This design comes from an exercise in tuning for small area on the open sky130 flow, not from production work. In this exercise RTL edits were held to simulation tests only and were not proved equivalent to the original. Power and IR drop assume default switching activity.

==> run a <==
## codec_echo
module codec_echo (
    input  wire        clk,
    input  wire        rst,           
    output reg         ctl_cs_n,
    output wire        ctl_valid,
    output wire [7:0]  ctl_byte,
    input  wire        ctl_ready,
    input  wire        ctl_err,
    input  wire        rx_ready,
    input  wire        rx_ovr,
    input  wire [15:0] rx_data,
    output wire        rx_pop,
    input  wire        tx_ready,
    input  wire        tx_udr,
    output wire        tx_valid,
    output wire [15:0] tx_data,
    output reg  [1:0]  mode,
    output reg  [1:0]  halt_cause,
    output reg  [1:0]  codec_state
);
export LEC_CHECK = 0
export CAP_MARGIN = 20
export CORE_MARGIN = 2
export CORE_UTILIZATION = 75
export CTS_BUF_LIST = sky130_fd_sc_hd__clkbuf_16
export CTS_CLUSTER_DIAMETER = 50
export CTS_CLUSTER_SIZE = 32
export SLEW_MARGIN = 20
create_clock -name core_clock -period 10.0 [get_ports {clk}]
run.sh (not shown) runs the stock make flow with config.mk's settings and CLKGATE_MAP_FILE= SYNTH_SCRIPT=/design/flow/synth_recipe.tcl, a recipe that flattens the netlist after the stock synthesis.
==> inputs of run b, as changes to run a <==
--- a/flow/design.v
+++ b/flow/design.v
@@ -18,17 +18,17 @@
     output reg  [1:0]  halt_cause,
     output reg  [1:0]  codec_state
 );
     localparam BUF_LEN   = 96;
     localparam DELAY     = 80;
     localparam N_BRINGUP = 10;
     localparam ACT_IDX   = 8;
     localparam CS_HOLD   = 100;    
-    localparam NRT       = 12;     
+    localparam NTAP      = 12;     
     localparam M_BOOT = 2'd0, M_RUN = 2'd1, M_HALT = 2'd2;
     localparam H_NONE = 2'd0, H_BUS = 2'd1, H_OVR = 2'd2, H_UDR = 2'd3;
     localparam C_RESET = 2'd0, C_CONF = 2'd1, C_ACTIVE = 2'd2;
     localparam B_CS = 2'd0, B_B0 = 2'd1, B_B1 = 2'd2, B_HOLD = 2'd3;
     localparam S_RX_POLL = 2'd0, S_RX_SERV = 2'd1, S_TX_POLL = 2'd2, S_TX_SERV = 2'd3;
     localparam P_LT = 2'd0, P_LB = 2'd1;    
     reg [1:0]  bstate;
     reg [3:0]  boot_idx;
@@ -63,39 +63,37 @@
     assign rx_pop   = in_run && (sched_pc == S_RX_SERV);
     assign tx_valid = in_run && (sched_pc == S_TX_SERV);
     wire wr_top = rx_pop && (rx_phase == P_LT);
     wire wr_bot = rx_pop && (rx_phase == P_LB);
     wire rd_adv = tx_valid && (tx_phase == P_LB);
     function [6:0] pos_inc;
         input [6:0] p;
         input       two;
-        reg   [4:0] l;
         begin
-            l = p[3:0] + (two ? 5'd2 : 5'd1);
-            if (l >= 5'd12)
-                pos_inc = {p[6:4] + 3'd1, l[3:0] - 4'd12};
+            if (two)
+                pos_inc = (p >= 7'd94) ? p - 7'd94 : p + 7'd2;
             else
-                pos_inc = {p[6:4], l[3:0]};
+                pos_inc = (p == 7'd95) ? 7'd0 : p + 7'd1;
         end
     endfunction
     always @(posedge clk) begin
         if (rst) begin
             mode        <= M_BOOT;
             halt_cause  <= H_NONE;
             codec_state <= C_RESET;
             ctl_cs_n    <= 1'b1;
             bstate      <= B_CS;
             boot_idx    <= 4'd0;
             hold_cnt    <= 7'd0;
             sched_pc    <= S_RX_POLL;
             rx_phase    <= P_LT;
             tx_phase    <= P_LT;
             wp          <= 7'd0;
-            rp          <= {3'd1, 4'd4};    
+            rp          <= BUF_LEN - DELAY;
         end else begin
             wp <= pos_inc(wp, wr_bot);
             rp <= pos_inc(rp, rd_adv);
             case (mode)
                 M_BOOT: begin
                     case (bstate)
                         B_CS: begin
                             ctl_cs_n <= 1'b0;
@@ -175,95 +173,67 @@
                         end
                     endcase
                 end
                 default: ;    
             endcase
         end
     end
     reg  [15:0] wbuf_t, wbuf_b;        
-    reg         tp;                    
-    reg         bp;                    
+    reg         pend;                  
     reg  [15:0] cur_t, cur_b;          
     reg         fv;                    
-    wire       t_adv = (rx_phase != P_LB);
-    wire [2:0] w_hi  = wp[6:4];
-    wire [3:0] w_lo  = wp[3:0];
-    wire [6:0] wp_m1 = (w_lo == 4'd0) ? {w_hi - 3'd1, 4'd11} : wp - 7'd1;
-    wire       rc_is_wc   = (rp == wp);
-    wire       rc_is_wcm1 = (rp == wp_m1);
-    wire       tw_now = tp && (t_adv ? (w_lo == 4'd0) : (w_lo == 4'd11));
-    wire [2:0] tw_idx = t_adv ? w_hi : w_hi + 3'd1;
-    wire       bw_now = bp && (w_lo == 4'd0);
-    wire [15:0] wd_t  = in_boot ? 16'h0 : wbuf_t;
-    wire [15:0] wd_b  = in_boot ? 16'h0 : wbuf_b;
-    wire [31:0] ring_q  [0:BUF_LEN-1];    
-    wire [31:0] rd_word [0:NRT-1];
+    wire        commit = pend && (wp[2:0] == 3'd0);
+    wire [31:0] wdata  = in_boot ? 32'h0 : {wbuf_t, wbuf_b};
+    wire [6:0]  wp_m1 = (wp == 7'd0) ? 7'd95 : wp - 7'd1;
+    wire        rc_is_wc   = (rp == wp);
+    wire        rc_is_wcm1 = (rp == wp_m1);
+    wire [NTAP-1:0] tap_we;
+    wire [31:0]     ring_q   [0:BUF_LEN-1];
+    wire [31:0]     tap_word [0:NTAP-1];
     genvar p;
     generate
         for (p = 0; p < BUF_LEN; p = p + 1) begin : g_ring
             reg [31:0] q;
             assign ring_q[p] = q;
-            if (p % 8 == 0) begin : g_rtap
-                assign rd_word[p / 8] = q;
-            end
-            if (p % 12 == 0) begin : g_wtap
-                wire we_t = in_boot || (tw_now && tw_idx == p / 12);
-                wire we_b = in_boot || (bw_now && w_hi == p / 12);
-                always @(posedge clk) begin
-                    q[31:16] <= we_t ? wd_t : ring_q[(p + BUF_LEN - 1) % BUF_LEN][31:16];
-                    q[15:0]  <= we_b ? wd_b : ring_q[(p + BUF_LEN - 1) % BUF_LEN][15:0];
-                end
+            if (p % 8 == 0) begin : g_tap
+                assign tap_we[p / 8]   = in_boot || (commit && wp[6:3] == p / 8);
+                assign tap_word[p / 8] = q;
+                always @(posedge clk)
+                    q <= tap_we[p / 8] ? wdata : ring_q[(p + BUF_LEN - 1) % BUF_LEN];
             end else begin : g_pass
                 always @(posedge clk)
                     q <= ring_q[p - 1];
             end
         end
     endgenerate
-    function [6:0] rtap_pos;
-        input integer j;
-        reg   [2:0] h;
-        reg   [3:0] l;
-        begin
-            h = j * 8 / 12;
-            l = j * 8 % 12;
-            rtap_pos = {h, l};
-        end
-    endfunction
+    wire        fetch = (in_boot || !fv) && (rp[2:0] == 3'd0);
     reg  [31:0] tap_q;
-    reg         at_rtap;
     integer k;
     always @(*) begin
-        tap_q   = 32'h0;
-        at_rtap = 1'b0;
-        for (k = 0; k < NRT; k = k + 1) begin
-            tap_q   = tap_q | ({32{rp == rtap_pos(k)}} & rd_word[k]);
-            at_rtap = at_rtap | (rp == rtap_pos(k));
-        end
-    end
-    wire        fetch   = (in_boot || !fv) && at_rtap;
-    wire [15:0] fetch_t = (tp && (t_adv ? rc_is_wcm1 : rc_is_wc)) ? wbuf_t : tap_q[31:16];
-    wire [15:0] fetch_b = (bp && rc_is_wcm1) ? wbuf_b : tap_q[15:0];
+        tap_q = 32'h0;
+        for (k = 0; k < NTAP; k = k + 1)
+            tap_q = tap_q | ({32{rp[6:3] == k}} & tap_word[k]);
+    end
+    wire [15:0] fetch_t = ((pend && rc_is_wcm1) || (rx_phase == P_LB && rc_is_wc)) ? wbuf_t : tap_q[31:16];
+    wire [15:0] fetch_b = (pend && rc_is_wcm1) ? wbuf_b : tap_q[15:0];
     always @(posedge clk) begin
         if (wr_top) wbuf_t <= rx_data;
         if (wr_bot) wbuf_b <= rx_data;
         if (wr_top && rc_is_wc)      cur_t <= rx_data;
         else if (fetch)              cur_t <= fetch_t;
         if (wr_bot && rc_is_wc)      cur_b <= rx_data;
         else if (fetch)              cur_b <= fetch_b;
     end
     always @(posedge clk) begin
         if (rst) begin
-            tp <= 1'b0;
-            bp <= 1'b0;
-            fv <= 1'b0;
+            pend <= 1'b0;
+            fv   <= 1'b0;
         end else begin
-            if (wr_top)      tp <= 1'b1;
-            else if (tw_now) tp <= 1'b0;
-            if (wr_bot)      bp <= 1'b1;
-            else if (bw_now) bp <= 1'b0;
+            if (wr_bot)      pend <= 1'b1;
+            else if (commit) pend <= 1'b0;
             if (rd_adv)      fv <= 1'b0;
             else if (fetch)  fv <= 1'b1;
         end
     end
     assign tx_data = (tx_phase == P_LT) ? cur_t :
                      (tx_phase == P_LB) ? cur_b : 16'h0000;
 endmodule
CORE_UTILIZATION = 60   (was 75)
CTS_BUF_LIST = not set   (was sky130_fd_sc_hd__clkbuf_16)
CTS_CLUSTER_DIAMETER = not set   (was 50)
CTS_CLUSTER_SIZE = not set   (was 32)
==> inputs of run c, as changes to run a <==
CORE_UTILIZATION = 85   (was 75)
CTS_BUF_LIST = sky130_fd_sc_hd__clkbuf_8   (was sky130_fd_sc_hd__clkbuf_16)
CTS_CLUSTER_DIAMETER = 35   (was 50)
CTS_CLUSTER_SIZE = 20   (was 32)
==> results.txt <==
- The run finished with no timing, DRC or antenna violations.
- The number of max-slew violations in the final report was 0.
- The most congested layer reported by global routing is met1.
- The average instance in the mapped netlist occupies 14.1 µm².
- The most common library cell in the layout ignoring fill and taps is sky130_fd_sc_hd__dfxtp_1.
- The total of max-cap violations is 0.
- In this run the clock root is driven by a sky130_fd_sc_hd__clkbuf_16.
- After synthesis, the most frequently instantiated cells are 3125 x sky130_fd_sc_hd__dfxtp_1, 814 x sky130_fd_sc_hd__nand2_1, 428 x sky130_fd_sc_hd__a21oi_1, 217 x sky130_fd_sc_hd__clkbuf_1, 81 x sky130_fd_sc_hd__nor2_1.
- The overall die height is 360 µm.
- In the final routed layout, each cell accounts on average for 24.6 µm.
- Summed over all sequential cells, the power is 12.8 mW.
- Data on the critical path is required at its endpoint by 8.00 ns.
# the run above: run b

==> results.txt <==
- The area share of the largest cell type after synthesis is 84.9%.
- The detailed-placement wirelength estimate is 94.1 mm.
- The tool reported: "[ERROR DPL-0033] detailed placement checks failed during check placement".
- Counting instances in the post-synthesis netlist gives the leading cell types as 3126 x sky130_fd_sc_hd__dfxtp_1, 329 x sky130_fd_sc_hd__nand2_1, 198 x sky130_fd_sc_hd__nor2_1, 154 x sky130_fd_sc_hd__a21oi_1.
- The synthesized area per cell is 15.6 µm².
- The flow did not finish.
- Buffers placed on the I/O ports in this run total 56.
- The post-synthesis net count is 4804.
- The terminating stage of the flow is detailed placement (3_5_place_dp).
- The overall die height is 299 µm.
- The count of yosys warnings during synthesis is 1.
# the run above: run c

==> results.txt <==
- The overall die height is 318 µm.
- In the synthesized netlist, the cells that appear most often are 3126 x sky130_fd_sc_hd__dfxtp_1, 329 x sky130_fd_sc_hd__nand2_1, 198 x sky130_fd_sc_hd__nor2_1, 154 x sky130_fd_sc_hd__a21oi_1.
- Data on the critical path is required at its endpoint by 8.00 ns.
- The run finished with no timing, DRC or antenna violations.
- Per report_power, the Sequential row totals 12.9 mW.
- The total of max-cap violations is 0.
- The buffer type at the clock tree root is sky130_fd_sc_hd__clkbuf_16.
- The synthesized area per cell is 15.6 µm².
- The library cell used most frequently in the layout, excluding fill and tap cells, is sky130_fd_sc_hd__dfxtp_1.
- The number of max-slew violations in the final report is 0.
- met2 is the most crowded layer.
# the run above: run a

## port drivers added, routing unchanged
The flow's constraints put no driver on any port. The routed layouts listed below were extracted and timed again, unchanged, in two steps. Step 1 assumes that a clkbuf_16 drives the clock port and a buf_2 every other input. Step 2, shift: input delay + t, output delay - t, t = (earliest + latest rising clock arrival at the registers) / 2. This alone moves slack from input paths to output paths. a / b / c = no drivers / after step 1 / after step 2; a / b = the first two.
| run | t, ns | slack for setup (ns) | clock arrival spread, ns |
|---|---|---|---|
| run a | 0.847 | 4.114 / 4.039 / 4.887 | 0.034 / 0.033 |
| run b | 0.939 | 4.670 / 4.597 / 5.041 | 0.064 / 0.064 |
After both steps every run listed still meets setup and hold.
